This design comes from an exercise in tuning for small area, a short achievable clock period and few clock cycles on the open sky130 flow, not from production work. Only simulation tests tie the RTL to the original design; equivalence was not proved. Power and IR drop assume default switching activity.

===== design.v =====
module eadogm_sin_rom (
    input  wire [6:0] index,
    output reg  [6:0] data
);
    always @(*) begin
        case (index)
            7'd0: data = 7'd0;
            7'd1: data = 7'd2;
            7'd2: data = 7'd3;
            7'd3: data = 7'd5;
            7'd4: data = 7'd6;
            7'd5: data = 7'd8;
            7'd6: data = 7'd9;
            7'd7: data = 7'd11;
            7'd8: data = 7'd12;
            7'd9: data = 7'd14;
            7'd10: data = 7'd16;
            7'd11: data = 7'd17;
            7'd12: data = 7'd19;
            7'd13: data = 7'd20;
            7'd14: data = 7'd22;
            7'd15: data = 7'd23;
            7'd16: data = 7'd24;
            7'd17: data = 7'd26;
            7'd18: data = 7'd27;
            7'd19: data = 7'd29;
            7'd20: data = 7'd30;
            7'd21: data = 7'd32;
            7'd22: data = 7'd33;
            7'd23: data = 7'd34;
            7'd24: data = 7'd36;
            7'd25: data = 7'd37;
            7'd26: data = 7'd38;
            7'd27: data = 7'd39;
            7'd28: data = 7'd41;
            7'd29: data = 7'd42;
            7'd30: data = 7'd43;
            7'd31: data = 7'd44;
            7'd32: data = 7'd45;
            7'd33: data = 7'd46;
            7'd34: data = 7'd47;
            7'd35: data = 7'd48;
            7'd36: data = 7'd49;
            7'd37: data = 7'd50;
            7'd38: data = 7'd51;
            7'd39: data = 7'd52;
            7'd40: data = 7'd53;
            7'd41: data = 7'd54;
            7'd42: data = 7'd55;
            7'd43: data = 7'd56;
            7'd44: data = 7'd56;
            7'd45: data = 7'd57;
            7'd46: data = 7'd58;
            7'd47: data = 7'd59;
            7'd48: data = 7'd59;
            7'd49: data = 7'd60;
            7'd50: data = 7'd60;
            7'd51: data = 7'd61;
            7'd52: data = 7'd61;
            7'd53: data = 7'd62;
            7'd54: data = 7'd62;
            7'd55: data = 7'd62;
            7'd56: data = 7'd63;
            7'd57: data = 7'd63;
            7'd58: data = 7'd63;
            7'd59: data = 7'd64;
            7'd60: data = 7'd64;
            7'd61: data = 7'd64;
            7'd62: data = 7'd64;
            7'd63: data = 7'd64;
            7'd64: data = 7'd64;
            7'd65: data = 7'd64;
            7'd66: data = 7'd64;
            7'd67: data = 7'd64;
            7'd68: data = 7'd64;
            7'd69: data = 7'd64;
            7'd70: data = 7'd63;
            7'd71: data = 7'd63;
            7'd72: data = 7'd63;
            7'd73: data = 7'd62;
            7'd74: data = 7'd62;
            7'd75: data = 7'd62;
            7'd76: data = 7'd61;
            7'd77: data = 7'd61;
            7'd78: data = 7'd60;
            7'd79: data = 7'd60;
            7'd80: data = 7'd59;
            7'd81: data = 7'd59;
            7'd82: data = 7'd58;
            7'd83: data = 7'd57;
            7'd84: data = 7'd56;
            7'd85: data = 7'd56;
            7'd86: data = 7'd55;
            7'd87: data = 7'd54;
            7'd88: data = 7'd53;
            7'd89: data = 7'd52;
            7'd90: data = 7'd51;
            7'd91: data = 7'd50;
            7'd92: data = 7'd49;
            7'd93: data = 7'd48;
            7'd94: data = 7'd47;
            7'd95: data = 7'd46;
            7'd96: data = 7'd45;
            7'd97: data = 7'd44;
            7'd98: data = 7'd43;
            7'd99: data = 7'd42;
            7'd100: data = 7'd41;
            7'd101: data = 7'd39;
            7'd102: data = 7'd38;
            7'd103: data = 7'd37;
            7'd104: data = 7'd36;
            7'd105: data = 7'd34;
            7'd106: data = 7'd33;
            7'd107: data = 7'd32;
            7'd108: data = 7'd30;
            7'd109: data = 7'd29;
            7'd110: data = 7'd27;
            7'd111: data = 7'd26;
            7'd112: data = 7'd24;
            7'd113: data = 7'd23;
            7'd114: data = 7'd22;
            7'd115: data = 7'd20;
            7'd116: data = 7'd19;
            7'd117: data = 7'd17;
            7'd118: data = 7'd16;
            7'd119: data = 7'd14;
            7'd120: data = 7'd12;
            7'd121: data = 7'd11;
            7'd122: data = 7'd9;
            7'd123: data = 7'd8;
            7'd124: data = 7'd6;
            7'd125: data = 7'd5;
            7'd126: data = 7'd3;
            7'd127: data = 7'd2;
            default: data = 7'd0;
        endcase
    end
endmodule
module eadogm_glyph_rom (
    input  wire [6:0]  index,
    output reg  [34:0] data
);
    always @(*) begin
        case (index)
            7'd0: data[20:0] = 21'h0;
            7'd1: data[20:0] = 21'h17C000;
            7'd2: data[20:0] = 21'h380;
            7'd3: data[20:0] = 21'h53F94;
            7'd4: data[20:0] = 21'h1FD524;
            7'd5: data[20:0] = 21'h209A3;
            7'd6: data[20:0] = 21'h1564B6;
            7'd7: data[20:0] = 21'hC280;
            7'd8: data[20:0] = 21'h88E00;
            7'd9: data[20:0] = 21'h8A080;
            7'd10: data[20:0] = 21'h71508;
            7'd11: data[20:0] = 21'hF8408;
            7'd12: data[20:0] = 21'hC2800;
            7'd13: data[20:0] = 21'h20408;
            7'd14: data[20:0] = 21'h183000;
            7'd15: data[20:0] = 21'h20820;
            7'd16: data[20:0] = 21'h1268BE;
            7'd17: data[20:0] = 21'h1FE100;
            7'd18: data[20:0] = 21'h1470C2;
            7'd19: data[20:0] = 21'h1160A1;
            7'd20: data[20:0] = 21'h48A18;
            7'd21: data[20:0] = 21'h1162A7;
            7'd22: data[20:0] = 21'h12653C;
            7'd23: data[20:0] = 21'h27881;
            7'd24: data[20:0] = 21'h1264B6;
            7'd25: data[20:0] = 21'h126486;
            7'd26: data[20:0] = 21'hD9B00;
            7'd27: data[20:0] = 21'hDAB00;
            7'd28: data[20:0] = 21'h50400;
            7'd29: data[20:0] = 21'h50A14;
            7'd30: data[20:0] = 21'h51141;
            7'd31: data[20:0] = 21'h144082;
            7'd32: data[20:0] = 21'h1E64B2;
            7'd33: data[20:0] = 21'h448FE;
            7'd34: data[20:0] = 21'h1264FF;
            7'd35: data[20:0] = 21'h1060BE;
            7'd36: data[20:0] = 21'h1060FF;
            7'd37: data[20:0] = 21'h1264FF;
            7'd38: data[20:0] = 21'h244FF;
            7'd39: data[20:0] = 21'h1060BE;
            7'd40: data[20:0] = 21'h2047F;
            7'd41: data[20:0] = 21'h1FE080;
            7'd42: data[20:0] = 21'h106020;
            7'd43: data[20:0] = 21'h5047F;
            7'd44: data[20:0] = 21'h10207F;
            7'd45: data[20:0] = 21'h1017F;
            7'd46: data[20:0] = 21'h2027F;
            7'd47: data[20:0] = 21'h1060BE;
            7'd48: data[20:0] = 21'h244FF;
            7'd49: data[20:0] = 21'h1460BE;
            7'd50: data[20:0] = 21'h644FF;
            7'd51: data[20:0] = 21'h1264C6;
            7'd52: data[20:0] = 21'h1FC081;
            7'd53: data[20:0] = 21'h10203F;
            7'd54: data[20:0] = 21'h10101F;
            7'd55: data[20:0] = 21'h6107F;
            7'd56: data[20:0] = 21'h20A63;
            7'd57: data[20:0] = 21'h1E0203;
            7'd58: data[20:0] = 21'h1268E1;
            7'd59: data[20:0] = 21'h1FC000;
            7'd60: data[20:0] = 21'h20202;
            7'd61: data[20:0] = 21'h1FE0C1;
            7'd62: data[20:0] = 21'h4104;
            7'd63: data[20:0] = 21'h102040;
            7'd64: data[20:0] = 21'h8080;
            7'd65: data[20:0] = 21'h152A20;
            7'd66: data[20:0] = 21'h11247F;
            7'd67: data[20:0] = 21'h112238;
            7'd68: data[20:0] = 21'h112238;
            7'd69: data[20:0] = 21'h152A38;
            7'd70: data[20:0] = 21'h27F08;
            7'd71: data[20:0] = 21'h150A08;
            7'd72: data[20:0] = 21'h1047F;
            7'd73: data[20:0] = 21'h1F6200;
            7'd74: data[20:0] = 21'h112020;
            7'd75: data[20:0] = 21'h43F80;
            7'd76: data[20:0] = 21'h1FE080;
            7'd77: data[20:0] = 21'h6027C;
            7'd78: data[20:0] = 21'h1047C;
            7'd79: data[20:0] = 21'h112238;
            7'd80: data[20:0] = 21'h50A7C;
            7'd81: data[20:0] = 21'h50A08;
            7'd82: data[20:0] = 21'h1047C;
            7'd83: data[20:0] = 21'h152A48;
            7'd84: data[20:0] = 21'h111F84;
            7'd85: data[20:0] = 21'h10203C;
            7'd86: data[20:0] = 21'h10101C;
            7'd87: data[20:0] = 21'hC203C;
            7'd88: data[20:0] = 21'h41444;
            7'd89: data[20:0] = 21'h14280C;
            7'd90: data[20:0] = 21'h153244;
            7'd91: data[20:0] = 21'hD8400;
            7'd92: data[20:0] = 21'h1FC000;
            7'd93: data[20:0] = 21'hDA080;
            7'd94: data[20:0] = 21'hA8408;
            7'd95: data[20:0] = 21'hA8E08;
            default: data[20:0] = 21'h0;
        endcase
    end
    always @(*) begin
        case (index)
            7'd0: data[34:21] = 14'h0;
            7'd1: data[34:21] = 14'h0;
            7'd2: data[34:21] = 14'h7;
            7'd3: data[34:21] = 14'hA7F;
            7'd4: data[34:21] = 14'h92A;
            7'd5: data[34:21] = 14'h3164;
            7'd6: data[34:21] = 14'h2822;
            7'd7: data[34:21] = 14'h0;
            7'd8: data[34:21] = 14'h41;
            7'd9: data[34:21] = 14'h1C;
            7'd10: data[34:21] = 14'h42A;
            7'd11: data[34:21] = 14'h408;
            7'd12: data[34:21] = 14'h0;
            7'd13: data[34:21] = 14'h408;
            7'd14: data[34:21] = 14'h0;
            7'd15: data[34:21] = 14'h104;
            7'd16: data[34:21] = 14'h1F45;
            7'd17: data[34:21] = 14'h40;
            7'd18: data[34:21] = 14'h2349;
            7'd19: data[34:21] = 14'h18CB;
            7'd20: data[34:21] = 14'h87F;
            7'd21: data[34:21] = 14'h1CC5;
            7'd22: data[34:21] = 14'h1849;
            7'd23: data[34:21] = 14'h185;
            7'd24: data[34:21] = 14'h1B49;
            7'd25: data[34:21] = 14'hF29;
            7'd26: data[34:21] = 14'h0;
            7'd27: data[34:21] = 14'h0;
            7'd28: data[34:21] = 14'h20A2;
            7'd29: data[34:21] = 14'hA14;
            7'd30: data[34:21] = 14'h8;
            7'd31: data[34:21] = 14'h309;
            7'd32: data[34:21] = 14'h1F41;
            7'd33: data[34:21] = 14'h3F11;
            7'd34: data[34:21] = 14'h1B49;
            7'd35: data[34:21] = 14'h1141;
            7'd36: data[34:21] = 14'hE22;
            7'd37: data[34:21] = 14'h20C9;
            7'd38: data[34:21] = 14'h81;
            7'd39: data[34:21] = 14'h1951;
            7'd40: data[34:21] = 14'h3F88;
            7'd41: data[34:21] = 14'h41;
            7'd42: data[34:21] = 14'hBF;
            7'd43: data[34:21] = 14'h20A2;
            7'd44: data[34:21] = 14'h2040;
            7'd45: data[34:21] = 14'h3F82;
            7'd46: data[34:21] = 14'h3F90;
            7'd47: data[34:21] = 14'h1F41;
            7'd48: data[34:21] = 14'h309;
            7'd49: data[34:21] = 14'h2F21;
            7'd50: data[34:21] = 14'h2329;
            7'd51: data[34:21] = 14'h18C9;
            7'd52: data[34:21] = 14'h81;
            7'd53: data[34:21] = 14'h1FC0;
            7'd54: data[34:21] = 14'hFA0;
            7'd55: data[34:21] = 14'h3FA0;
            7'd56: data[34:21] = 14'h3194;
            7'd57: data[34:21] = 14'h184;
            7'd58: data[34:21] = 14'h21C5;
            7'd59: data[34:21] = 14'h20C1;
            7'd60: data[34:21] = 14'h1010;
            7'd61: data[34:21] = 14'h0;
            7'd62: data[34:21] = 14'h202;
            7'd63: data[34:21] = 14'h2040;
            7'd64: data[34:21] = 14'h4;
            7'd65: data[34:21] = 14'h3C54;
            7'd66: data[34:21] = 14'h1C44;
            7'd67: data[34:21] = 14'h1044;
            7'd68: data[34:21] = 14'h3FC8;
            7'd69: data[34:21] = 14'hC54;
            7'd70: data[34:21] = 14'h101;
            7'd71: data[34:21] = 14'h1E54;
            7'd72: data[34:21] = 14'h3C04;
            7'd73: data[34:21] = 14'h40;
            7'd74: data[34:21] = 14'h3D;
            7'd75: data[34:21] = 14'h2228;
            7'd76: data[34:21] = 14'h40;
            7'd77: data[34:21] = 14'h3C04;
            7'd78: data[34:21] = 14'h3C04;
            7'd79: data[34:21] = 14'h1C44;
            7'd80: data[34:21] = 14'h414;
            7'd81: data[34:21] = 14'h3E18;
            7'd82: data[34:21] = 14'h404;
            7'd83: data[34:21] = 14'h1054;
            7'd84: data[34:21] = 14'h1040;
            7'd85: data[34:21] = 14'h3E20;
            7'd86: data[34:21] = 14'hE20;
            7'd87: data[34:21] = 14'h1E40;
            7'd88: data[34:21] = 14'h2228;
            7'd89: data[34:21] = 14'h1E50;
            7'd90: data[34:21] = 14'h224C;
            7'd91: data[34:21] = 14'h41;
            7'd92: data[34:21] = 14'h0;
            7'd93: data[34:21] = 14'h8;
            7'd94: data[34:21] = 14'h41C;
            7'd95: data[34:21] = 14'h408;
            default: data[34:21] = 14'h0;
        endcase
    end
endmodule
module eadogm_core (
    input  wire        clk,
    input  wire        rst,
    input  wire        cmd_valid,
    output wire        cmd_ready,
    input  wire [63:0] cmd_word,
    output wire [2:0]  err,
    output wire [3:0]  cur_page,
    output wire [6:0]  cur_col,
    output wire [7:0]  ret,
    output reg         mem_en,
    output reg         mem_we,
    output reg  [9:0]  mem_addr,
    output reg  [7:0]  mem_wdata,
    input  wire [7:0]  mem_rdata
);
    localparam [7:0] MODE_SET   = 8'h73;
    localparam [7:0] MODE_CLEAR = 8'h63;
    localparam [3:0] S_IDLE  = 4'd0;
    localparam [3:0] S_SEG   = 4'd1;
    localparam [3:0] S_WALK  = 4'd2;
    localparam [3:0] S_MUL1  = 4'd3;
    localparam [3:0] S_DIV   = 4'd4;
    localparam [3:0] S_PRIME = 4'd5;
    localparam [3:0] S_TEXT  = 4'd6;
    localparam [3:0] S_LF    = 4'd7;
    localparam [3:0] S_DRAIN = 4'd8;
    localparam [3:0] S_MUL2  = 4'd9;
    localparam [3:0] S_STEPS = 4'd10;
    localparam [3:0] S_DRS   = 4'd11;
    localparam [3:0] S_DEC   = 4'd12;
    function [12:0] rca;
        input [11:0] x;
        input [11:0] y;
        input        ci;
        integer i;
        reg c;
        begin
            c = ci;
            for (i = 0; i < 12; i = i + 1) begin
                rca[i] = x[i] ^ y[i] ^ c;
                c = (x[i] & y[i]) | (c & (x[i] ^ y[i]));
            end
            rca[12] = c;
        end
    endfunction
    function [6:0] inc7;
        input [6:0] x;
        reg [12:0] s;
        begin s = rca({5'd0, x}, 12'd0, 1'b1); inc7 = s[6:0]; end
    endfunction
    function [6:0] dec7;
        input [6:0] x;
        reg [12:0] s;
        begin s = rca({5'd0, x}, {5'd0, 7'h7F}, 1'b0); dec7 = s[6:0]; end
    endfunction
    function ge8;
        input [7:0] x;
        input [7:0] y;
        reg [12:0] s;
        begin s = rca({4'd0, x}, {4'd0, ~y}, 1'b1); ge8 = s[8]; end
    endfunction
    reg [3:0]  state;
    reg [3:0]  state_n;        
    reg        ready_q;        
    reg [2:0]  err_q;
    reg [3:0]  page_q;
    reg [6:0]  col_q;
    reg [7:0]  ret_q;
    assign cmd_ready = ready_q;
    assign err       = err_q;
    assign cur_page  = page_q;
    assign cur_col   = col_q;
    assign ret       = ret_q;
    wire [7:0] w_op = cmd_word[7:0];
    wire [7:0] b0   = cmd_word[15:8];
    wire [7:0] b1   = cmd_word[23:16];
    wire [7:0] b2   = cmd_word[31:24];
    wire [7:0] b3   = cmd_word[39:32];
    wire [7:0] b4   = cmd_word[47:40];
    wire [7:0] b5   = cmd_word[55:48];
    wire [7:0] b6   = cmd_word[63:56];
    wire op_pix    = (w_op == 8'h01);
    wire op_point  = (w_op == 8'h02);
    wire op_hline  = (w_op == 8'h03);
    wire op_vline  = (w_op == 8'h04);
    wire op_line   = (w_op == 8'h05);
    wire op_rect   = (w_op == 8'h06);
    wire op_arc    = (w_op == 8'h07);
    wire op_putc   = (w_op == 8'h08);
    wire op_setpg  = (w_op == 8'h09);
    wire op_setcol = (w_op == 8'h0A);
    wire op_putcat = (w_op == 8'h0B);
    wire op_draw   = op_pix | op_point | op_hline | op_vline | op_line | op_rect | op_arc;
    wire [3:0] op4 = w_op[3:0];
    reg [7:0] w_t, w_m;
    always @(*) begin
        case (op4)
            4'h2:        begin w_t = b2;   w_m = b3; end
            4'h3, 4'h4:  begin w_t = b3;   w_m = b4; end
            4'h5, 4'h6:  begin w_t = b4;   w_m = b5; end
            4'h7:        begin w_t = b5;   w_m = b6; end
            default:     begin w_t = 8'd0; w_m = b2; end
        endcase
    end
    wire w_tbad = (w_t[7:1] != 7'd0);
    wire w_mset = (w_m == MODE_SET);
    wire w_mbad = !w_mset && (w_m != MODE_CLEAR);
    reg [7:0] w_x1, w_y1, w_x2, w_y2;
    always @(*) begin
        case (op4)
            4'h3:    begin w_x1 = b0; w_y1 = b2; w_x2 = b1; w_y2 = b2; end    
            4'h4:    begin w_x1 = b0; w_y1 = b1; w_x2 = b0; w_y2 = b2; end    
            4'h5:    begin w_x1 = b0; w_y1 = b1; w_x2 = b2; w_y2 = b3; end    
            4'h6:    begin w_x1 = b0; w_y1 = b1; w_x2 = b2; w_y2 = b1; end    
            default: begin w_x1 = b1; w_y1 = b0; w_x2 = b1; w_y2 = b0; end    
        endcase
    end
    reg [7:0] a0, a1, a2, a3;
    reg       is_rect, is_arc;
    reg       thick;
    reg       mset;            
    reg [1:0] side;            
    reg       seg_pend;        
    reg       p2_valid;        
    reg [7:0] sx1, sx2;
    reg [6:0] sy1, sy2;
    reg              prev_ok;               
    wire y1_bad = sy1[6];
    wire x1_bad = sx1[7];
    wire y2_bad = sy2[6];
    wire x2_bad = sx2[7];
    wire [2:0] chk_code = y1_bad ? 3'd1 : x1_bad ? 3'd2 : y2_bad ? 3'd1 : x2_bad ? 3'd2 : 3'd0;
    wire       chk_ok   = !(y1_bad | x1_bad | y2_bad | x2_bad);
    wire [6:0] ux1 = sx1[6:0];
    wire [6:0] uy1 = {1'b0, sy1[5:0]};
    wire [6:0] ux2 = sx2[6:0];
    wire [6:0] uy2 = {1'b0, sy2[5:0]};
    wire [7:0] ddx  = {1'b0, ux2} - {1'b0, ux1};
    wire [7:0] ddy  = {1'b0, uy2} - {1'b0, uy1};
    wire [6:0] ndx  = ux1 - ux2;
    wire [6:0] ndy  = uy1 - uy2;
    reg  [6:0] adx, ady;
    reg        xneg, yneg2;                    
    reg        pre_ok;
    wire [7:0] dxy  = {1'b0, adx} - {1'b0, ady};
    wire [6:0] dyx  = ady - adx;
    wire       setup_steep = dxy[7];           
    wire [6:0] minx = xneg  ? ux2 : ux1;
    wire [6:0] maxx = xneg  ? ux1 : ux2;
    wire [6:0] miny = yneg2 ? uy2 : uy1;
    wire [6:0] maxy = yneg2 ? uy1 : uy2;
    wire [6:0] sbn  = xneg  ? uy2 : uy1;       
    wire [6:0] sbs  = yneg2 ? ux2 : ux1;       
    wire       setup_swap = setup_steep ? yneg2 : xneg;
    wire       s_yneg = xneg ^ yneg2;
    wire [6:0] sa1  = setup_steep ? miny : minx;
    wire [6:0] sa2  = setup_steep ? maxy : maxx;
    wire [6:0] sb1  = setup_steep ? sbs : sbn;
    wire [6:0] sdy  = setup_steep ? adx : ady;
    wire [6:0] sdxy = setup_steep ? dyx : dxy[6:0];    
    wire       seg_same   = (ux1 == ux2) && (uy1 == uy2);
    wire       setup_vert = (ux1 == ux2) && (uy1 != uy2);
    wire       s_skipf = is_arc & prev_ok & !setup_swap;
    wire       s_skipl = is_arc & prev_ok & setup_swap;
    wire signed [8:0] e1n  = $signed({3'b000, adx[6:1]}) - $signed({2'b00, ady});
    wire signed [8:0] e1s  = $signed({3'b000, ady[6:1]}) - $signed({2'b00, adx});
    wire signed [8:0] e1np = $signed({3'b000, adx[6:1]}) + $signed({1'b0, dxy});
    wire signed [8:0] e1sp = $signed({3'b000, ady[6:1]}) + $signed({2'b00, dyx});
    wire       e1n_neg = e1n[8];
    wire       e1s_neg = e1s[8];
    wire [6:0] wyn1 = e1n_neg ? (s_yneg ? dec7(sbn) : inc7(sbn)) : sbn;
    wire [6:0] wys1 = e1s_neg ? (s_yneg ? dec7(sbs) : inc7(sbs)) : sbs;
    wire signed [8:0] s_e0 = setup_steep ? {3'b000, ady[6:1]} : {3'b000, adx[6:1]};
    wire signed [8:0] s_e1 = setup_steep ? (e1s_neg ? e1sp : e1s) : (e1n_neg ? e1np : e1n);
    wire [6:0] s_wy1  = setup_steep ? wys1 : wyn1;
    wire [6:0] s_wx1  = setup_steep ? inc7(miny) : inc7(minx);
    wire [6:0] s_wxe1 = setup_steep ? dec7(maxy) : dec7(maxx);
    wire seg_avail = is_arc ? p2_valid : seg_pend;
    reg  [7:0] nx;                  
    reg  [6:0] ny;
    reg        p3_valid;
    reg  [7:0] qx;                  
    reg  [6:0] qy;
    reg        p4_valid;
    reg [7:0] rx1, ry1, rx2, ry2;
    always @(*) begin
        case (side)
            2'd0:    begin rx1 = a0; ry1 = a3; rx2 = a2; ry2 = a3; end    
            2'd1:    begin rx1 = a0; ry1 = a1; rx2 = a0; ry2 = a3; end    
            default: begin rx1 = a2; ry1 = a1; rx2 = a2; ry2 = a3; end    
        endcase
    end
    reg [6:0]        wx, wxe, wy, wdy, wdxy;
    reg signed [8:0] werr;
    reg              steep, vert, yneg, wfirst;
    reg [4:0]        wdone;
    wire [6:0] prow = steep ? wx : wy;
    wire [6:0] pcol = steep ? wy : wx;
    wire [2:0] pg   = prow[5:3];
    wire       page_last = (wxe[5:3] == wx[5:3]);
    wire       is_last = vert ? page_last : (wx == wxe);
    wire [7:0] bit_r = 8'd1 << prow[2:0];
    wire [7:0] run_m = (8'hFF << wx[2:0]) & (8'hFF >> (page_last ? ~wxe[2:0] : 3'd0));
    wire [7:0] row_m = vert ? run_m : bit_r;
    wire [6:0] rowm = dec7(prow);
    wire [6:0] rowp = inc7(wxe);             
    wire [6:0] colm = dec7(pcol);
    wire [6:0] colp = inc7(pcol);
    reg [4:0] wvec;
    always @(*) begin
        wvec[0] = 1'b1;
        wvec[1] = thick & (steep ? (pcol != 7'd0)   : ((prow[2:0] == 3'd0) && (prow != 7'd0)));
        wvec[2] = thick & (steep ? (pcol != 7'd127) : ((prow[2:0] == 3'd7) && (prow != 7'd63)));
        wvec[3] = thick & wfirst  & (steep ? (prow != 7'd0)  : (pcol != 7'd0));
        wvec[4] = thick & is_last & (steep ? (wxe != 7'd63) : (pcol != 7'd127));
    end
    wire [4:0] wpend = wvec & ~wdone;
    wire [4:0] wsel  = wpend & (~wpend + 5'd1);
    wire [4:0] wmore = wpend & ~wsel;
    reg [9:0] w_addr;
    reg [7:0] w_mask;
    always @(*) begin
        w_addr = {pg, pcol};
        w_mask = (thick & !steep) ? (bit_r | {bit_r[6:0], 1'b0} | {1'b0, bit_r[7:1]}) : row_m;
        if (wsel[1]) begin
            if (steep) begin w_addr = {pg, colm}; w_mask = row_m; end
            else       begin w_addr = {rowm[5:3], pcol}; w_mask = 8'h80; end
        end
        if (wsel[2]) begin
            if (steep) begin w_addr = {pg, colp}; w_mask = row_m; end
            else       begin w_addr = {pg + 3'd1, pcol}; w_mask = 8'h01; end
        end
        if (wsel[3]) begin
            if (steep) begin w_addr = {rowm[5:3], pcol}; w_mask = 8'd1 << rowm[2:0]; end
            else       begin w_addr = {pg, colm}; w_mask = bit_r; end
        end
        if (wsel[4]) begin
            if (steep) begin w_addr = {rowp[5:3], pcol}; w_mask = 8'd1 << rowp[2:0]; end
            else       begin w_addr = {pg, colp}; w_mask = bit_r; end
        end
    end
    wire [8:0]  err_sub_s = werr - {2'b00, wdy};
    wire [8:0]  err_add_s = werr + {2'b00, wdxy};
    wire        err_neg   = err_sub_s[8];
    wire [6:0]  wx_inc    = inc7(wx);
    wire [6:0]  wy_step   = yneg ? dec7(wy) : inc7(wy);
    reg [8:0]  dw;             
    reg [16:0] acc;            
    reg [11:0] stp;            
    reg [8:0]  dq;             
    reg [9:0]  dr;             
    reg [3:0]  cnt;
    reg [8:0]  aq;             
    reg [9:0]  arem;           
    reg        adv_ok;         
    reg        fin;            
    reg [2:0]  sp;             
    reg [6:0]  mag_q;
    reg        neg_q;
    wire [14:0] prod_q = acc[14:0];
    wire        negp_q = acc[15];
    wire [8:0]  w_dw = (b4 > b3) ? ({1'b0, b4} - {1'b0, b3}) : (9'd256 - {1'b0, b3} + {1'b0, b4});
    wire [9:0]  mul1_s = {1'b0, acc[16:8]} + {1'b0, a2[cnt[2:0]] ? dw : 9'd0};
    reg  [9:0]  d201;
    always @(*) begin
        case (acc[1:0])
            2'd0:    d201 = 10'd0;
            2'd1:    d201 = 10'd201;
            2'd2:    d201 = 10'd402;
            default: d201 = 10'd603;
        endcase
    end
    wire [9:0]  mul2_s = {2'd0, stp[11:4]} + d201;
    wire [9:0]  steps  = stp[9:0];
    wire [10:0] div_t  = {dr, dw[4'd8 - cnt]};
    wire [11:0] div_s  = {1'b0, div_t} - {2'b00, steps};
    wire        div_ge = !div_s[11];
    wire [12:0] drs_s  = rca({2'd0, dr}, ~{2'd0, steps}, 1'b1);
    wire [11:0] arem_a = {2'd0, arem} + {2'd0, dr};
    wire [11:0] arem_b = {2'd0, arem} + stp;              
    wire        arem_ge = !arem_b[11];
    wire [8:0]  aq_dq  = aq + dq;
    wire [7:0]  ang_dq = a3 + dq[7:0];
    wire [8:0]  aq_nx  = aq_dq + {8'd0, arem_ge};
    wire [7:0]  ang_nx = ang_dq + {7'd0, arem_ge};
    wire [6:0] sin_idx = sp[0] ? {~a3[6], a3[5:0]} : a3[6:0];
    wire [6:0] sin_mag;
    eadogm_sin_rom u_sin_rom (.index(sin_idx), .data(sin_mag));
    wire       cos_neg = a3[7] ^ a3[6];
    wire [14:0] prod  = a2 * mag_q;
    wire [9:0]  pt    = {1'b0, prod_q[14:6]};
    wire [7:0]  ccent = (sp == 3'd3) ? a0 : a1;
    wire [9:0]  smp_v = {2'd0, ccent} + (negp_q ? ~pt : pt) + {9'd0, negp_q & (prod_q[5:0] == 6'd0)};
    wire [7:0]  smp_x = {smp_v[9] | (smp_v[8:7] != 2'd0), smp_v[6:0]};
    wire [6:0]  smp_y = {smp_v[9] | (smp_v[8:6] != 3'd0), smp_v[5:0]};
    wire [6:0] tcode  = wdxy;         
    wire [6:0] tg     = {tcode[6:5] - 2'd1, tcode[4:0]};    
    wire [2:0] tpage  = wy[2:0];
    wire [6:0] tcol   = wx;
    wire [2:0] tshift = wxe[2:0];
    wire [2:0] tk     = wdy[2:0];
    wire       tspill = wfirst;
    wire [34:0] glyph_word;
    eadogm_glyph_rom u_glyph_rom (.index(tg), .data(glyph_word));
    reg  [6:0]  glyph_byte;
    always @(*) begin
        case (tk)
            3'd0:    glyph_byte = glyph_word[6:0];
            3'd1:    glyph_byte = glyph_word[13:7];
            3'd2:    glyph_byte = glyph_word[20:14];
            3'd3:    glyph_byte = glyph_word[27:21];
            default: glyph_byte = glyph_word[34:28];
        endcase
    end
    wire [14:0] gshift = {8'd0, glyph_byte} << tshift;
    wire [7:0]  t_mask = tspill ? {1'b0, gshift[14:8]} : gshift[7:0];
    wire [12:0] tcol_s = rca({5'd0, tcol}, {9'd0, tk}, 1'b0);
    wire [9:0]  t_addr = {tspill ? (tpage + 3'd1) : tpage, tcol_s[6:0]};
    wire [3:0] norm_page  = (page_q == 4'd8) ? 4'd0 : page_q;
    wire       col_wrap   = (col_q > 7'd121);
    wire [3:0] wrap_page  = col_wrap ? (norm_page + 4'd1) : norm_page;
    wire [3:0] glyph_page = (wrap_page == 4'd8) ? 4'd0 : wrap_page;
    wire [6:0] glyph_col  = col_wrap ? 7'd0 : col_q;
    wire [12:0] gcol6_s   = rca({5'd0, glyph_col}, 12'd6, 1'b0);
    reg  [7:0] opr;
    reg        tbad_q, mbad_q;
    wire d_putc   = (opr == 8'h08);
    wire d_setpg  = (opr == 8'h09);
    wire d_setcol = (opr == 8'h0A);
    wire d_putcat = (opr == 8'h0B);
    wire d_draw   = (opr != 8'h00) && (opr[7:3] == 5'd0);           
    wire d_arc    = (opr == 8'h07);
    wire char0_bad = (a0[7:5] == 3'd0) || a0[7];
    wire char2_bad = (a2[7:5] == 3'd0) || a2[7];
    wire is_lf      = (a0 == 8'h0A);
    wire putc_glyph = d_putc && !is_lf && !char0_bad;
    wire setpg_ok   = d_setpg && (a0[7:3] == 5'd0);
    wire setcol_ok  = d_setcol && !ge8(a0, 8'd121);
    wire putcat_ok  = d_putcat && !ge8(a0, 8'd57) && !ge8(a1, 8'd121) && !char2_bad;
    wire draw_ok    = d_draw && !tbad_q && !mbad_q;
    reg  [2:0] dec_err;
    always @(*) begin
        dec_err = 3'd0;
        if (d_draw) dec_err = tbad_q ? 3'd5 : mbad_q ? 3'd4 : 3'd0;
        if (d_putc && !is_lf && char0_bad) dec_err = 3'd6;
        if (d_setpg && !setpg_ok) dec_err = 3'd3;
        if (d_setcol && !setcol_ok) dec_err = 3'd2;
        if (d_putcat) dec_err = ge8(a0, 8'd57) ? 3'd1 : ge8(a1, 8'd121) ? 3'd2 : char2_bad ? 3'd6 : 3'd0;
        if (!(d_draw | d_putc | d_setpg | d_setcol | d_putcat)) dec_err = 3'd7;
    end
    reg        ib_valid;
    reg [9:0]  ib_addr;
    reg [7:0]  ib_mask;
    reg [3:0]  cv, crd;
    reg [9:0]  ca0, ca1, ca2, ca3;
    reg [7:0]  cm0, cm1, cm2, cm3;
    reg [1:0]  head, rp, tail;
    reg [2:0]  count;
    reg        rd_p1, rd_p2;    
    wire [9:0] ca_head = (head == 2'd0) ? ca0 : (head == 2'd1) ? ca1 : (head == 2'd2) ? ca2 : ca3;
    wire [7:0] cm_head = (head == 2'd0) ? cm0 : (head == 2'd1) ? cm1 : (head == 2'd2) ? cm2 : cm3;
    wire [9:0] ca_rp   = (rp == 2'd0) ? ca0 : (rp == 2'd1) ? ca1 : (rp == 2'd2) ? ca2 : ca3;
    wire [3:0] head_oh = 4'd1 << head;
    wire [3:0] rp_oh   = 4'd1 << rp;
    wire [3:0] tail_oh = 4'd1 << tail;
    wire       retire_rd = rd_p2;
    wire [7:0] newdata   = mset ? (mem_rdata | cm_head) : (mem_rdata & ~cm_head);
    wire       wr_need   = retire_rd && (newdata != mem_rdata);
    wire       dwrite    = !rd_p2 && (rp == head) && (|(head_oh & cv & ~crd)) &&
                           (|(head_oh & {&cm3, &cm2, &cm1, &cm0}));
    wire       retire    = retire_rd | dwrite;
    wire       ib_zero   = (ib_mask == 8'd0);
    wire [3:0] hit_vec   = cv & ~(retire_rd ? head_oh : 4'd0) &
                           {ca3 == ib_addr, ca2 == ib_addr, ca1 == ib_addr, ca0 == ib_addr};
    wire       hit       = |hit_vec;
    wire       ib_take   = ib_valid && (ib_zero || hit || (count != 3'd4));
    wire       alloc     = ib_valid && !ib_zero && !hit && (count != 3'd4);
    wire       buf_free  = !ib_valid || (count != 3'd4);
    wire       rp_ready  = |(rp_oh & cv & ~crd);
    wire       slot_free = !dwrite && (state != S_LF);
    wire       rd_pre    = slot_free && rp_ready;
    wire       byp_pre   = slot_free && alloc && (rp == tail);
    wire       do_read   = rd_pre && !wr_need;
    wire       byp_read  = byp_pre && !wr_need;
    wire       alt_en    = (state == S_LF) || dwrite || rd_pre || byp_pre;
    wire       alt_we    = (state == S_LF) || dwrite;
    wire [9:0] alt_addr  = (state == S_LF) ? {tpage, tcol} : dwrite ? ca_head : rd_pre ? ca_rp : ib_addr;
    wire [7:0] alt_wdata = {8{mset && (state != S_LF)}};
    wire [2:0] count_nx  = count + {2'd0, alloc} - {2'd0, retire};
    reg        g_emit;
    reg [9:0]  g_addr;
    reg [7:0]  g_mask;
    always @(*) begin
        g_emit = 1'b0;
        g_addr = w_addr;
        g_mask = w_mask;
        if (state == S_WALK) begin
            g_emit = 1'b1;
        end else if (state == S_TEXT) begin
            g_emit = 1'b1;
            g_addr = t_addr;
            g_mask = t_mask;
        end
    end
    wire g_go = !g_emit || buf_free;    
    wire walk_end = (state == S_WALK) && buf_free && (wmore == 5'd0) && is_last;
    wire seg_go   = ((state == S_SEG) || walk_end) && seg_avail && pre_ok;
    wire p2_consume = (seg_go && is_arc) || ((state == S_PRIME) && p2_valid);
    wire p3_take    = p3_valid && (!p2_valid || p2_consume);
    wire p4_take    = p4_valid && (!p3_valid || p3_take);
    wire q_busy     = p3_valid || p4_valid;
    wire sxy_wr     = (ready_q && cmd_valid) || seg_go ||
                      ((state == S_PRIME) && p2_valid) || p3_take;
    wire seg_draw = chk_ok && !(is_arc && prev_ok && seg_same);
    always @(posedge clk) begin
        if (rst) begin
            cv       <= 4'd0;
            crd      <= 4'd0;
            head     <= 2'd0;
            rp       <= 2'd0;
            tail     <= 2'd0;
            count    <= 3'd0;
            rd_p1    <= 1'b0;
            rd_p2    <= 1'b0;
            ib_valid <= 1'b0;
            mem_en   <= 1'b0;
            mem_we   <= 1'b0;
        end else begin
            rd_p1 <= do_read | byp_read;
            rd_p2 <= rd_p1;
            count <= count_nx;
            mem_en    <= wr_need | alt_en;
            mem_we    <= wr_need | alt_we;
            mem_addr  <= wr_need ? ca_head : alt_addr;
            mem_wdata <= wr_need ? newdata : alt_wdata;
            if (hit_vec[0] && ib_valid && !ib_zero) cm0 <= cm0 | ib_mask;
            if (hit_vec[1] && ib_valid && !ib_zero) cm1 <= cm1 | ib_mask;
            if (hit_vec[2] && ib_valid && !ib_zero) cm2 <= cm2 | ib_mask;
            if (hit_vec[3] && ib_valid && !ib_zero) cm3 <= cm3 | ib_mask;
            if (alloc) begin
                case (tail)
                    2'd0: begin ca0 <= ib_addr; cm0 <= ib_mask; end
                    2'd1: begin ca1 <= ib_addr; cm1 <= ib_mask; end
                    2'd2: begin ca2 <= ib_addr; cm2 <= ib_mask; end
                    default: begin ca3 <= ib_addr; cm3 <= ib_mask; end
                endcase
                tail <= tail + 2'd1;
            end
            if (do_read | byp_read | dwrite) rp <= rp + 2'd1;
            if (retire) head <= head + 2'd1;
            cv  <= (cv & ~(retire ? head_oh : 4'd0)) | (alloc ? tail_oh : 4'd0);
            crd <= (crd & ~(retire ? head_oh : 4'd0) & ~(alloc ? tail_oh : 4'd0)) |
                   (do_read ? rp_oh : 4'd0) | (byp_read ? tail_oh : 4'd0);
            if (g_emit && buf_free) begin
                ib_valid <= 1'b1;
                ib_addr  <= g_addr;
                ib_mask  <= g_mask;
            end else if (ib_take) begin
                ib_valid <= 1'b0;
            end
        end
    end
    always @(posedge clk) begin
        if (rst) begin
            state    <= S_IDLE;
            ready_q  <= 1'b1;
            err_q    <= 3'd0;
            page_q   <= 4'd0;
            col_q    <= 7'd0;
            ret_q    <= 8'd0;
            sp       <= 3'd0;
            p2_valid <= 1'b0;
            p3_valid <= 1'b0;
            p4_valid <= 1'b0;
            seg_pend <= 1'b0;
            pre_ok   <= 1'b0;
        end else begin
            state_n = state;
            adx    <= ddx[7] ? ndx : ddx[6:0];
            ady    <= ddy[7] ? ndy : ddy[6:0];
            xneg   <= ddx[7];
            yneg2  <= ddy[7];
            pre_ok <= !sxy_wr;
            if (p3_take) begin
                sx2      <= nx;
                sy2      <= ny;
                p2_valid <= 1'b1;
            end else if (p2_consume) begin
                p2_valid <= 1'b0;
            end
            if (p4_take) begin
                nx       <= qx;
                ny       <= qy;
                p3_valid <= 1'b1;
                p4_valid <= 1'b0;
            end else if (p3_take) begin
                p3_valid <= 1'b0;
            end
            if (sp == 3'd1) begin
                mag_q <= sin_mag;
                neg_q <= cos_neg;
                sp    <= 3'd2;
            end else if (sp == 3'd2) begin
                if (adv_ok) begin
                    acc[15:0] <= {neg_q, prod};
                    mag_q <= sin_mag;
                    neg_q <= a3[7];
                    aq    <= aq_nx;
                    a3    <= ang_nx;
                    arem  <= arem_ge ? arem_b[9:0] : arem_a[9:0];
                    fin   <= (aq == dw);
                    sp    <= 3'd3;
                end
            end else if (sp == 3'd3) begin
                if (!p4_valid || !p3_valid) begin    
                    qx    <= smp_x;
                    acc[15:0] <= {neg_q, prod};
                    mag_q <= sin_mag;
                    neg_q <= cos_neg;
                    sp    <= 3'd4;
                end
            end else if (sp == 3'd4) begin
                qy       <= smp_y;
                p4_valid <= 1'b1;
                acc[15:0] <= {neg_q, prod};
                mag_q    <= sin_mag;
                neg_q    <= a3[7];
                aq       <= aq_nx;
                a3       <= ang_nx;
                arem     <= arem_ge ? arem_b[9:0] : arem_a[9:0];
                fin      <= (aq == dw);
                sp       <= fin ? 3'd0 : 3'd3;
            end
            if (seg_go) begin
                if (is_arc) begin
                    sx1      <= sx2;
                    sy1      <= sy2;
                    prev_ok  <= chk_ok;
                end else if (is_rect && side != 2'd3) begin
                    side <= side + 2'd1;
                    sx1 <= rx1; sy1 <= {ry1[7:6] != 2'd0, ry1[5:0]};
                    sx2 <= rx2; sy2 <= {ry2[7:6] != 2'd0, ry2[5:0]};
                end else begin
                    seg_pend <= 1'b0;
                end
                if (!chk_ok && err_q == 3'd0) err_q <= chk_code;
                steep <= setup_steep;
                vert  <= setup_vert;
                wxe   <= s_skipl ? s_wxe1 : sa2;
                wdy   <= sdy;
                wdxy  <= sdxy;
                yneg  <= s_yneg;
                wdone <= 5'd0;
                if (s_skipf) begin
                    wfirst <= 1'b0;
                    wx     <= s_wx1;
                    wy     <= s_wy1;
                    werr   <= s_e1;
                end else begin
                    wfirst <= 1'b1;
                    wx     <= sa1;
                    wy     <= sb1;
                    werr   <= s_e0;
                end
            end
            case (state)
                S_IDLE: begin
                    if (cmd_valid) begin
                        a0 <= b0; a1 <= b1; a2 <= b2; a3 <= b3;
                        opr      <= w_op;
                        tbad_q   <= w_tbad;
                        mbad_q   <= w_mbad;
                        is_rect  <= op_rect;
                        is_arc   <= op_arc;
                        thick    <= w_t[0];
                        mset     <= w_mset | !op_draw;
                        side     <= 2'd0;
                        prev_ok  <= 1'b0;
                        seg_pend <= 1'b1;
                        dw       <= w_dw;
                        sx1 <= w_x1; sy1 <= {w_y1[7:6] != 2'd0, w_y1[5:0]};
                        sx2 <= w_x2; sy2 <= {w_y2[7:6] != 2'd0, w_y2[5:0]};
                        state_n = S_DEC;
                    end
                end
                S_DEC: begin
                    acc    <= 17'd0;
                    cnt    <= 4'd0;
                    aq     <= 9'd0;
                    arem   <= 10'd0;
                    adv_ok <= 1'b0;
                    wdxy   <= d_putc ? a0[6:0] : a2[6:0];
                    wdy    <= 7'd0;
                    wfirst <= 1'b0;
                    wxe    <= {4'd0, d_putc ? 3'd0 : a0[2:0]};
                    wy     <= {4'd0, !d_putc ? a0[5:3] : is_lf ? norm_page[2:0] : glyph_page[2:0]};
                    wx     <= !d_putc ? a1[6:0] : is_lf ? col_q : glyph_col;
                    err_q  <= dec_err;
                    sp     <= {2'b00, d_arc && draw_ok};
                    if (d_putc)                 ret_q  <= a0;
                    if (putc_glyph | setpg_ok)  page_q <= d_putc ? glyph_page : a0[3:0];
                    if (putc_glyph | setcol_ok) col_q  <= d_putc ? gcol6_s[6:0] : a0[6:0];
                    if (draw_ok)                     state_n = d_arc ? S_MUL1 : S_SEG;
                    else if (d_putc && is_lf)        state_n = S_LF;
                    else if (putc_glyph | putcat_ok) state_n = S_TEXT;
                    else                             state_n = S_IDLE;
                end
                S_MUL1: begin
                    acc <= {mul1_s[9:0], acc[7:1]};
                    cnt <= cnt + 4'd1;
                    if (cnt == 4'd7) begin
                        stp   <= 12'd0;
                        cnt   <= 4'd0;
                        state_n = S_MUL2;
                    end
                end
                S_MUL2: begin
                    stp <= {mul2_s[9:2], mul2_s[1:0], stp[3:2]};
                    acc <= {2'b00, acc[16:2]};
                    cnt <= cnt + 4'd1;
                    if (cnt == 4'd8) state_n = S_STEPS;
                end
                S_STEPS: begin
                    if (stp[9:0] == 10'd0) stp <= 12'd1;
                    dr    <= 10'd0;
                    dq    <= 9'd0;
                    cnt   <= 4'd0;
                    state_n = S_DIV;
                end
                S_DIV: begin
                    dr  <= div_ge ? div_s[9:0] : div_t[9:0];
                    dq  <= {dq[7:0], div_ge};
                    cnt <= cnt + 4'd1;
                    if (cnt == 4'd8) state_n = S_DRS;
                end
                S_DRS: begin
                    stp    <= drs_s[11:0];
                    adv_ok <= 1'b1;
                    state_n  = S_PRIME;
                end
                S_PRIME: begin
                    if (p2_valid) begin
                        sx1 <= sx2;
                        sy1 <= sy2;
                        state_n = S_SEG;
                    end
                end
                S_SEG: begin
                    if (seg_avail) begin
                        if (seg_go && seg_draw) state_n = S_WALK;
                    end else if (!is_arc || (sp == 3'd0 && !q_busy)) begin
                        state_n = S_DRAIN;
                    end
                end
                S_WALK: begin
                    if (buf_free) begin
                        if (wmore != 5'd0) begin
                            wdone <= wdone | wsel;
                        end else if (is_last) begin
                            if (!seg_avail && !(is_arc && (sp != 3'd0 || q_busy))) state_n = S_DRAIN;
                            else if (!(seg_go && seg_draw))                        state_n = S_SEG;
                        end else begin
                            wdone  <= 5'd0;
                            wfirst <= 1'b0;
                            if (vert) begin
                                wx <= {wx[6:3] + 4'd1, 3'b000};
                            end else begin
                                wx <= wx_inc;
                                if (err_neg) begin
                                    wy   <= wy_step;
                                    werr <= err_add_s[8:0];
                                end else begin
                                    werr <= err_sub_s[8:0];
                                end
                            end
                        end
                    end
                end
                S_TEXT: begin
                    if (g_go) begin
                        if (!tspill && tshift != 3'd0) begin
                            wfirst <= 1'b1;
                        end else begin
                            wfirst <= 1'b0;
                            wdy    <= {4'd0, tk + 3'd1};
                            if (tk == 3'd4) state_n = S_DRAIN;
                        end
                    end
                end
                S_LF: begin
                    wx <= wx_inc;
                    if (tcol == 7'd127) begin
                        page_q <= {1'b0, tpage} + 4'd1;
                        col_q  <= 7'd0;
                        state_n  = S_DRAIN;
                    end
                end
                S_DRAIN: begin
                    if (!ib_valid && (count == 3'd0)) state_n = S_IDLE;
                end
                default: state_n = S_IDLE;
            endcase
            state   <= state_n;
            ready_q <= (state_n == S_IDLE);
        end
    end
endmodule

===== run.sh =====
#!/bin/bash
# synth_recipe.tcl (not shown) runs the flow's synth.tcl, then flattens the netlist and writes it again
# the make line also repeats each setting of config.mk as NAME=value (left out here)
make -C /OpenROAD-flow-scripts/flow DESIGN_CONFIG=/design/flow/config.mk WORK_HOME=/design/flow/orfs CLKGATE_MAP_FILE= SYNTH_SCRIPT=/design/flow/synth_recipe.tcl finish

===== config.mk =====
export PLATFORM = sky130hd
export DESIGN_NAME = eadogm_core
export DESIGN_NICKNAME = eadogm_core
export VERILOG_FILES = /design/flow/design.v
export SDC_FILE = /design/flow/constraint.sdc
export NUM_CORES = 4
export LEC_CHECK = 0
export CAP_MARGIN = 20
export CORE_MARGIN = 2
export CORE_UTILIZATION = 40
export PLACE_DENSITY = 0.6
export SLEW_MARGIN = 20

===== constraint.sdc =====
create_clock -name core_clock -period 12.0 [get_ports {clk}]
set_input_delay 2.4000 -clock core_clock [delete_from_list [all_inputs] [get_ports {clk}]]
set_output_delay 2.4000 -clock core_clock [all_outputs]
set_load 0.01 [all_outputs]

==> flow_summary.toml, run 1 <==
[outcome]
status = "complete, no violations"

[route]
drtPass1Iterations = 6
detail_route.iter0.violations = 4641
post-route-drc-count = 0
overall_routed_net_length_mm = 148
final_antenna_net_count = 0
detailroute.via_count = 37800
drt-wirelength-per-cell_um = 24.3
via_to_cell_ratio = 6.20

[power_and_ir_drop]
design_power_total_mw = 6.57
power.leakage_nw = 17.6
power.ir.vdd_worst_mv = 0.176
power.density_cell_area_nw_per_um2 = 146

[sta]
fmax_ghz = 0.187
setup_viol = 0
slew_violations = 0
slew-limit-headroom = 0.241
post-route-min-period_ns = 5.34
fin_tns_setup_ns = 0
finalHoldViolCount = 0
worst_margin_pin_slew_ns = 1.11
final.period_utilization = 0.445
final.setup_skew_ns = 0.0335
grt_setup_unrepaired = "no"

[layout]
largest-register = "acc"
area.growth.synth_to_final_pct = 10.0
fin_cells = 6101
layout.nets = 5162
largestRegisters = "acc: 17 flops, stp: 12 flops"
antenna-diode-count = 0
largest_register_ffs = 17
post_route_cells_drive_above_1_share = 0.0619

[placed_design]
port-buffer-count = 117
place.gp.congestion = 0.995
place.detailed.instances = 6005
place.detailed.hpwl_mm = 110

[synth]
netlist_instances = 4753
syn-num-nets = 5224
synthMostInstantiatedCell = "sky130_fd_sc_hd__nand2_1"
area_of_the_mapped_netlist_sq_um = 41100
synth_top_area_share = 0.275
synth-seq-cells = 433
yosysSeqAreaShare = 0.303
synthArstFlopShare = 0
yosys_warnings = 3
synth-edff-count = 376
synth.largest_area_cell = "sky130_fd_sc_hd__edfxtp_1"
syn_area_per_cell_sq_um = 8.64
ys_top_cells_by_area = "sky130_fd_sc_hd__edfxtp_1 27%, sky130_fd_sc_hd__ha_1 10%, sky130_fd_sc_hd__nand2_1 4.2%"
synthTopCellsByCount = "460 x sky130_fd_sc_hd__nand2_1, 376 x sky130_fd_sc_hd__edfxtp_1, 340 x sky130_fd_sc_hd__a21oi_1, 340 x sky130_fd_sc_hd__nor2_1, 331 x sky130_fd_sc_hd__ha_1"
synth_ff_type = "sky130_fd_sc_hd__edfxtp_1"
synthDistinctLibCells = 110

[floorplan]
floorplan.core_area_sq_um = 102000
placement_rows = 117
fp.dieW_um = 324
top_level_ports = 118
die-area_sq_um = 105000
initial_core_util = 0.404
floorplan.die.height_um = 324

[clock_tree]
h-tree-depth = 2
cts_hold_buf = 0
cts.clk_slew.worst_paths_ns = 0.06
cts_made_buffers = 52
cts-root-to-sink-buffers = 3
clock_sink_count = 433
worstSkewPairLatency_ns = 0.64
cts_setup_buffers = 0
cts_repair_resize_count = 0
clock_tree.root_cell = "sky130_fd_sc_hd__clkbuf_16"
cts_tree = "yes"

[critical_path]
critical_path.max_fanout = 18
timing.critical_path.from_type = "input port"
criticalPathCategory = "in2reg"
worstPathRequired_ns = 12.47
arrival_ns = 5.81
worst-r2r-setup-slack_ns = 6.77
timing.critical_path.to_type = "register"

[global_routing]
grt_start_max_net_pins = 145
grt_pass1_vias = 35900
grt_remaining_overflow = 0
initial_antenna_violation_count = 0
grt_use_total = 0.270
first_pass_grt_wire_length_mm = 223

[min_path]
timing.hold.worst.class = "reg2reg"

[job]
drv_cap = 0
==> final cells by class <==
type                            instances  area (sq um)
Clock inverter                         29           377
Sequential cell                       433         12400
Tap cell                             1368          1710
Clock buffer                           67          1440
Fill cell                           10000         56600
Multi-Input combinational cell       3719         26300
Timing Repair Buffer                  203          1820
Inverter                              282          1060
==> path summary, 6_finish.rpt <==
check	from	endpoint	cells past startpoint
worst min register to register	qx[1]	nx[1]	0
worst max-delay path	cmd_word[3]	sy1[6]	9
worst max register to register	wdxy[1]	ib_mask[1]	15
worst min-delay path	qx[1]	nx[1]	0
==> cell usage in the layout (no fill, tap or decap), types with 48 or more instances in the layout <==
master                            instances
sky130_fd_sc_hd__and2_1                  48
sky130_fd_sc_hd__o211ai_1                74
sky130_fd_sc_hd__nor3_1                  97
sky130_fd_sc_hd__inv_1                  276
sky130_fd_sc_hd__a21o_1                  57
sky130_fd_sc_hd__o21ai_0                326
sky130_fd_sc_hd__a21oi_1                340
sky130_fd_sc_hd__xnor2_1                155
sky130_fd_sc_hd__a211oi_1                82
sky130_fd_sc_hd__edfxtp_1               376
sky130_fd_sc_hd__clkdlybuf4s50_1        116
sky130_fd_sc_hd__nor2_1                 335
sky130_fd_sc_hd__nor2b_1                 90
sky130_fd_sc_hd__nand3_1                111
sky130_fd_sc_hd__dfxtp_1                 57
sky130_fd_sc_hd__buf_4                   85
sky130_fd_sc_hd__xor2_1                  65
sky130_fd_sc_hd__mux2i_1                172
sky130_fd_sc_hd__a31oi_1                 65
sky130_fd_sc_hd__fa_1                    65
sky130_fd_sc_hd__clkbuf_16               53
sky130_fd_sc_hd__nand2_1                460
sky130_fd_sc_hd__nand2b_1                74
sky130_fd_sc_hd__ha_1                   331
==> metal layers <==
metal / share of wire / vias up / global-route usage / routed length, um
met1: 0.42 / 18100 / 0.366 / 62200
met2: 0.44 / 1947 / 0.421 / 64800
met3: 0.094 / 379 / 0.0507 / 13900
met5: 0 / - / 0 / 0
met4: 0.048 / 0 / 0.112 / 7070
li1: - / 17400 / - / -
==> critical path, cell delays in order <==
cell and delay, ns:
sky130_fd_sc_hd__clkdlybuf4s50_1 0.55, sky130_fd_sc_hd__nand2b_1 0.29, sky130_fd_sc_hd__nor3b_1 0.72, sky130_fd_sc_hd__or2_1 0.67, sky130_fd_sc_hd__nor2_1 0.32, sky130_fd_sc_hd__o2111a_1 0.38
sky130_fd_sc_hd__a21oi_1 0.18, sky130_fd_sc_hd__o21ai_0 0.11, sky130_fd_sc_hd__o21ai_0 0.17
==> metrics by stage <==
stage | setup slack [ns] | cell area (sq um) | util | hold slack, ns
after floorplan | 4.10 | 41100 | - | 0.400
after global placement | 6.32 | 43300 | 0.426 | 0.401
after detailed placement | 6.16 | 43400 | 0.426 | 0.405
after CTS | 6.82 | 45200 | 0.444 | 0.415
after global routing | 6.44 | 45200 | 0.444 | 0.428
final | 6.66 | 45200 | 0.444 | 0.418
==> power by group <==
group	switching (mW)	total, mW	internal, mW
clock	0.690	1.71	1.02
sequential	0.189	2.03	1.84
combinational	1.72	2.84	1.11
total	2.60	6.57	3.97
==> kinds of logic after synthesis <==
logic type               after synthesis  synth area share
AO/OA/AOI/OAI                       1451             0.235
AND/OR/NAND/NOR                     1431             0.167
buffers and inverters                601            0.0581
flip-flops                           433             0.303
adder cells (fa/ha/maj)              396             0.133
multiplexers                         221            0.0584
XOR/XNOR                             220            0.0469
Testbench counts, summed over its fixed seeds: cycles 252,895.
==> run 2: changes to the inputs <==
--- a/config.mk
+++ b/config.mk
@@ -6,7 +6,7 @@
 export NUM_CORES = 4
 export LEC_CHECK = 0
-export CAP_MARGIN = 20
+export CAP_MARGIN = 60
 export CORE_MARGIN = 2
 export CORE_UTILIZATION = 40
 export PLACE_DENSITY = 0.6
-export SLEW_MARGIN = 20
+export SLEW_MARGIN = 60
==> flow_summary.toml, run 2 <==
[outcome]
status = "complete, no violations"

[global_routing]
first_pass_grt_wire_length_mm = 225
initial_antenna_violation_count = 1
grt_use_total = 0.272
grt_remaining_overflow = 0
grt_pass1_vias = 36000
grt_start_max_net_pins = 145

[floorplan]
initial_core_util = 0.404
die-area_sq_um = 105000
floorplan.core_area_sq_um = 102000
floorplan.die.height_um = 324
fp.dieW_um = 324
top_level_ports = 118
placement_rows = 117

[critical_path]
criticalPathCategory = "reg2reg"
timing.critical_path.to_type = "register"
arrival_ns = 5.37
worstPathRequired_ns = 12.32
timing.critical_path.from_type = "register"
critical_path.max_fanout = 26

[synth]
synthDistinctLibCells = 110
syn_area_per_cell_sq_um = 8.64
synth_top_area_share = 0.275
synth.largest_area_cell = "sky130_fd_sc_hd__edfxtp_1"
synth-seq-cells = 433
yosys_warnings = 3
yosysSeqAreaShare = 0.303
netlist_instances = 4753
synthMostInstantiatedCell = "sky130_fd_sc_hd__nand2_1"
synthArstFlopShare = 0
ys_top_cells_by_area = "sky130_fd_sc_hd__edfxtp_1 27%, sky130_fd_sc_hd__ha_1 10%, sky130_fd_sc_hd__nand2_1 4.2%"
synthTopCellsByCount = "460 x sky130_fd_sc_hd__nand2_1, 376 x sky130_fd_sc_hd__edfxtp_1, 340 x sky130_fd_sc_hd__a21oi_1, 340 x sky130_fd_sc_hd__nor2_1, 331 x sky130_fd_sc_hd__ha_1"
synth-edff-count = 376
synth_ff_type = "sky130_fd_sc_hd__edfxtp_1"
syn-num-nets = 5224
area_of_the_mapped_netlist_sq_um = 41100

[sta]
slew_violations = 0
finalHoldViolCount = 0
worst_margin_pin_slew_ns = 0.675
setup_viol = 0
final.setup_skew_ns = 0.0456
hold_slack_ns = 0.418
slew-limit-headroom = 0.550
worst_slack_ns = 6.94
final.period_utilization = 0.421
fin_tns_setup_ns = 0
fmax_ghz = 0.198
grt_setup_unrepaired = "no"
post-route-min-period_ns = 5.06

[route]
post-route-drc-count = 0
drt-wirelength-per-cell_um = 24.2
final_antenna_net_count = 0
detail_route.iter0.violations = 4438
detailroute.via_count = 38000
overall_routed_net_length_mm = 149
via_to_cell_ratio = 6.19
drtPass1Iterations = 9

[power_and_ir_drop]
power.ir.vdd_worst_mv = 0.166
power.combinational.fraction = 0.449
p_switching_mw = 2.59
p_sw_frac = 0.404
seq_power_share = 0.313
power.internal_mw = 3.82
pwr-share-clk = 0.238
power.leakage_nw = 17.8
design_power_total_mw = 6.41
power.density_cell_area_nw_per_um2 = 140

[clock_tree]
worstSkewPairLatency_ns = 0.64
cts.clk_slew.worst_paths_ns = 0.06
h-tree-depth = 2
cts_repair_resize_count = 0
cts_setup_buffers = 0
cts_made_buffers = 51
cts-root-to-sink-buffers = 3
clock_sink_count = 433
cts_hold_buf = 0
cts_tree = "yes"
clock_tree.root_cell = "sky130_fd_sc_hd__clkbuf_16"

[placed_design]
place.detailed.hpwl_mm = 111
detailed_place.area_sq_um = 43900
place.detailed.instances = 6037
place.gp.congestion = 0.995
dp_slack_ns = 6.57
port-buffer-count = 117

[layout]
n_fill_cell = 9947
area.growth.synth_to_final_pct = 11.3
layout.nets = 5205
largestRegisters = "acc: 17 flops, stp: 12 flops"
leading_cell_types_in_the_layout_fill_and_taps_excluded = "455 x sky130_fd_sc_hd__nand2_1, 376 x sky130_fd_sc_hd__edfxtp_1, 337 x sky130_fd_sc_hd__a21oi_1"
post_route_cells_drive_above_1_share = 0.0846
ff_latch_area_sq_um = 12400
fin_cells = 6147
largest_register_ffs = 17
largest-register = "acc"
multi_input_area_sq_um = 26700
finalCoreUtilization = 0.449
mostFrequentLayoutCell = "sky130_fd_sc_hd__nand2_1"
finish.instance_area_sq_um = 45700

[job]
drv_cap = 0

[min_path]
timing.hold.worst.class = "reg2reg"
## run 2: cell counts after synthesis
No cell type changed its count.
## run 2: path summary, 6_finish.rpt
check / from / to / slack [ns] / cells past startpoint
setup / recovery: wdxy[0] / ib_mask[1] / 6.94 / 14
hold / removal: qx[1] / nx[1] / 0.42 / 0
setup reg to reg: wdxy[0] / ib_mask[1] / 6.94 / 14
hold reg to reg: qx[1] / nx[1] / 0.42 / 0
## run 2: cell families (layout without fill, tap and decap cells)
logic type	after synthesis	count (layout)	synth area share
fa+ha+maj	396	396	0.133
mux	221	221	0.0584
flops	433	433	0.303
compound gates	1451	1451	0.235
buf+inv	601	625	0.0581
simple gates	1431	1431	0.167
other cells	0	2	0
xor+xnor	220	220	0.0469
## run 2: cell type report
cell class / count / share of cell area
antenna: 2 / 0.000110
clock buffer: 77 / 0.0323
clock inverter: 19 / 0.00271
inverter: 282 / 0.0233
multi-input combinational: 3719 / 0.583
sequential: 433 / 0.272
tap: 1368 / 0.0375
timing repair buffer: 247 / 0.0487
## run 2: worst max-delay path: stages (launching register included)
cell and delay, ns:
sky130_fd_sc_hd__edfxtp_1 0.32, sky130_fd_sc_hd__buf_4 0.35, sky130_fd_sc_hd__clkinv_1 0.60, sky130_fd_sc_hd__ha_1 0.68, sky130_fd_sc_hd__buf_4 0.29, sky130_fd_sc_hd__mux2_2 0.30, sky130_fd_sc_hd__mux2i_1 0.25, sky130_fd_sc_hd__a221oi_1 0.16
sky130_fd_sc_hd__a211oi_2 0.42, sky130_fd_sc_hd__a41oi_1 0.10, sky130_fd_sc_hd__a21oi_1 0.44, sky130_fd_sc_hd__mux2_2 0.30, sky130_fd_sc_hd__nor2_1 0.06, sky130_fd_sc_hd__o311ai_0 0.29, sky130_fd_sc_hd__o311ai_0 0.21
## run 2: power by group through the flow
stage | clock [mW] | sequential (mW) | combinational [mW]
2_1_floorplan | 0 | 1.96 | 1.99
3_3_place_gp | 0 | 2.05 | 2.75
3_5_place_dp | 0 | 2.04 | 2.82
4_1_cts | 1.54 | 2.01 | 2.84
5_1_grt | 1.60 | 2.02 | 3.15
6_report | 1.52 | 2.01 | 2.88
## run 2: layer usage
metal	global-route usage	vias up	wire [um]
met5	0	-	0
met4	0.112	0	7020
met3	0.0572	396	13900
met2	0.422	2001	65400
met1	0.368	18100	62600
li1	-	17500	-
==> run 3: changes to the inputs <==
--- a/design.v
+++ b/design.v
@@ -669,12 +669,7 @@
     wire [6:0] glyph_col  = col_wrap ? 7'd0 : col_q;
     wire [12:0] gcol6_s   = rca({5'd0, glyph_col}, 12'd6, 1'b0);
-    reg  [7:0] opr;
+    reg        d_putc, d_setpg, d_setcol, d_putcat, d_draw;
     reg        tbad_q, mbad_q;
-    wire d_putc   = (opr == 8'h08);
-    wire d_setpg  = (opr == 8'h09);
-    wire d_setcol = (opr == 8'h0A);
-    wire d_putcat = (opr == 8'h0B);
-    wire d_draw   = (opr != 8'h00) && (opr[7:3] == 5'd0);           
-    wire d_arc    = (opr == 8'h07);
+    wire       d_arc = is_arc;
     wire char0_bad = (a0[7:5] == 3'd0) || a0[7];
     wire char2_bad = (a2[7:5] == 3'd0) || a2[7];
@@ -754,5 +749,5 @@
     wire p2_consume = (seg_go && is_arc) || ((state == S_PRIME) && p2_valid);
     wire p3_take    = p3_valid && (!p2_valid || p2_consume);
-    wire p4_take    = p4_valid && (!p3_valid || p3_take);
+    wire p4_take    = p4_valid && !p3_valid;                  
     wire q_busy     = p3_valid || p4_valid;
     wire sxy_wr     = (ready_q && cmd_valid) || seg_go ||
@@ -914,5 +909,9 @@
                     if (cmd_valid) begin
                         a0 <= b0; a1 <= b1; a2 <= b2; a3 <= b3;
-                        opr      <= w_op;
+                        d_putc   <= op_putc;
+                        d_setpg  <= op_setpg;
+                        d_setcol <= op_setcol;
+                        d_putcat <= op_putcat;
+                        d_draw   <= op_draw;
                         tbad_q   <= w_tbad;
                         mbad_q   <= w_mbad;
--- a/config.mk
+++ b/config.mk
@@ -6,7 +6,7 @@
 export NUM_CORES = 4
 export LEC_CHECK = 0
-export CAP_MARGIN = 60
+export CAP_MARGIN = 80
 export CORE_MARGIN = 2
 export CORE_UTILIZATION = 40
 export PLACE_DENSITY = 0.6
-export SLEW_MARGIN = 60
+export SLEW_MARGIN = 80
==> flow_summary.toml, run 3 <==
[synth]
syn_area_per_cell_sq_um = 8.76
netlist_instances = 4659
synthDistinctLibCells = 104
synth.largest_area_cell = "sky130_fd_sc_hd__edfxtp_1"
synthArstFlopShare = 0
yosysSeqAreaShare = 0.302
synth_ff_type = "sky130_fd_sc_hd__edfxtp_1"

[critical_path]
critical_path.reg2reg.startpoint = "wdxy[1]"
worstPathRequired_ns = 12.34
worst_path_largest_cell_delay_ns = 0.53
critical_path.max_fanout = 15
timing.critical_path.from = "wdxy[1]"
criticalPathCategory = "reg2reg"
crit_chain = "clkdlybuf4s18_2 > clkdlybuf4s15_2 > ha_1 > buf_6 > inv_1 > ha_1 > o221a_2 > a2111oi_4 > clkdlybuf4s50_1 > clkdlybuf4s50_1 > a2111oi_4 > a41oi_1 > o211ai_1 > clkdlybuf4s18_1 > buf_1 > buf_1 > buf_1 > o221ai_2 > nor2_1 > o32a_1"

[route]
wl_met3_mm = 13.3
via_to_cell_ratio = 6.18
routed.top_layer = "met5"
detailroute.via_count = 39600
post-route-drc-count = 0

[min_path]
timing.hold.worst.class = "reg2reg"
timing.hold.worst_path_depth = 0
min-delay-start = "qy[1]"

[clock_tree]
clock_sink_count = 430
h-tree-depth = 2
cts-root-to-sink-buffers = 3
cts_repair_resize_count = 0
cts_setup_buffers = 0

[global_routing]
grt_remaining_overflow = 0
first_pass_grt_wire_length_mm = 231

[layout]
largest-register = "acc"
largestRegisters = "acc: 17 flops, stp: 12 flops"
leading_cell_types_in_the_layout_fill_and_taps_excluded = "389 x sky130_fd_sc_hd__nand2_1, 373 x sky130_fd_sc_hd__edfxtp_1, 312 x sky130_fd_sc_hd__ha_1"
antenna-diode-count = 0
layout.nets = 5471

[power_and_ir_drop]
power.ir.vdd_worst_mv = 0.117
power.leakage_nw = 20.0
design_power_total_mw = 7.14
p_sw_frac = 0.399
power.internal_mw = 4.30

[sta]
hold_slack_ns = 0.417
fin_tns_setup_ns = 0
slew-limit-headroom = 0.773
worst_margin_pin_slew_ns = 0.341

[floorplan]
initial_core_util = 0.402
die-area_sq_um = 105000
placement_rows = 117

[outcome]
status = "complete, no violations"

[placed_design]
place.detailed.hpwl_mm = 116

[job]
drv_cap = 0
==> run 3: changes by cell type after synthesis, sizes merged, moves of 19 or more <==
cell,previous run,this run
a21oi,343,306
o21ai,350,259
o211ai,76,53
mux2i,179,198
nand2,461,417
==> run 3: metal layers <==
metal | track usage | up-vias
met3 | 0.0456 | 454
met1 | 0.388 | 19100
met2 | 0.445 | 2037
met5 | 0 | -
met4 | 0.109 | 4
li1 | - | 18000
==> run 3: cell type report <==
| type | instances | area (sq um) |
|---|---|---|
| Clock buffer | 74 | 1460 |
| Clock inverter | 24 | 272 |
| Fill cell | 9270 | 50200 |
| Inverter | 279 | 1080 |
| Multi-Input combinational cell | 3636 | 29100 |
| Sequential cell | 430 | 12400 |
| Tap cell | 1368 | 1710 |
| Timing Repair Buffer | 600 | 5260 |
==> run 3: power groups by stage <==
| stage | combinational, mW | sequential, mW | clock [mW] |
|---|---|---|---|
| final | 3.57 | 1.94 | 1.64 |
| after global routing | 3.90 | 1.95 | 1.71 |
| after floorplan | 2.21 | 1.94 | 0 |
| after detailed placement | 3.38 | 1.97 | 0 |
| after global placement | 2.87 | 2.05 | 0 |
| after CTS | 3.41 | 1.94 | 1.66 |
==> run 3: cells by family (layout without fill, tap and decap cells) <==
| kind of cell | after synthesis | after routing | synth area share |
|---|---|---|---|
| and+or+nand+nor | 1410 | 1410 | 0.167 |
| DFF | 430 | 430 | 0.302 |
| buffers and inverters | 593 | 977 | 0.0580 |
| xor gates and xnor gates | 226 | 226 | 0.0485 |
| adders and majority gates | 398 | 398 | 0.134 |
| AOI/OAI and AO/OA | 1373 | 1373 | 0.231 |
| muxes | 229 | 229 | 0.0591 |
==> run 3: worst register-to-register path, stage by stage, from the launching register on <==
cell,delay [ns]
sky130_fd_sc_hd__edfxtp_1,0.47
sky130_fd_sc_hd__clkdlybuf4s18_2,0.31
sky130_fd_sc_hd__clkdlybuf4s15_2,0.28
sky130_fd_sc_hd__ha_1,0.18
sky130_fd_sc_hd__buf_6,0.25
sky130_fd_sc_hd__inv_1,0.17
sky130_fd_sc_hd__ha_1,0.32
sky130_fd_sc_hd__o221a_2,0.33
sky130_fd_sc_hd__a2111oi_4,0.21
sky130_fd_sc_hd__clkdlybuf4s50_1,0.53
sky130_fd_sc_hd__clkdlybuf4s50_1,0.52
sky130_fd_sc_hd__a2111oi_4,0.06
sky130_fd_sc_hd__a41oi_1,0.16
sky130_fd_sc_hd__o211ai_1,0.11
sky130_fd_sc_hd__clkdlybuf4s18_1,0.26
sky130_fd_sc_hd__buf_1,0.16
sky130_fd_sc_hd__buf_1,0.14
sky130_fd_sc_hd__buf_1,0.14
sky130_fd_sc_hd__o221ai_2,0.21
sky130_fd_sc_hd__nor2_1,0.08
sky130_fd_sc_hd__o32a_1,0.35
==> run 3: final timing paths <==
path	slack, ns	end
worst max-delay path	6.55	ib_mask[2]
worst min-delay path	0.42	ny[1]
worst max register to register	6.55	ib_mask[2]
worst min register to register	0.42	ny[1]
==> run 3: stage by stage <==
step           setup WS, ns  instances  instance area, sq um  utilization
4_1_cts                6.52       6380                 50300        0.496
2_1_floorplan          4.40       4659                 40800            -
3_5_place_dp           6.55       6282                 48600        0.479
6_report               6.55       6411                 51300        0.505
5_1_grt                6.31       6411                 51300        0.505
3_3_place_gp           6.40       5905                 43000        0.424
Testbench counts of run 3, summed over its fixed seeds: cycles 252,895.

Re-timed with assumed drivers on the ports (clkbuf_16 on the clock, buf_2 on other inputs), run 3 has 6.548 ns of setup slack against 6.548 ns with ideal ports, and 6.548 ns once port delays also move by the mid clock arrival of 0.676 ns.
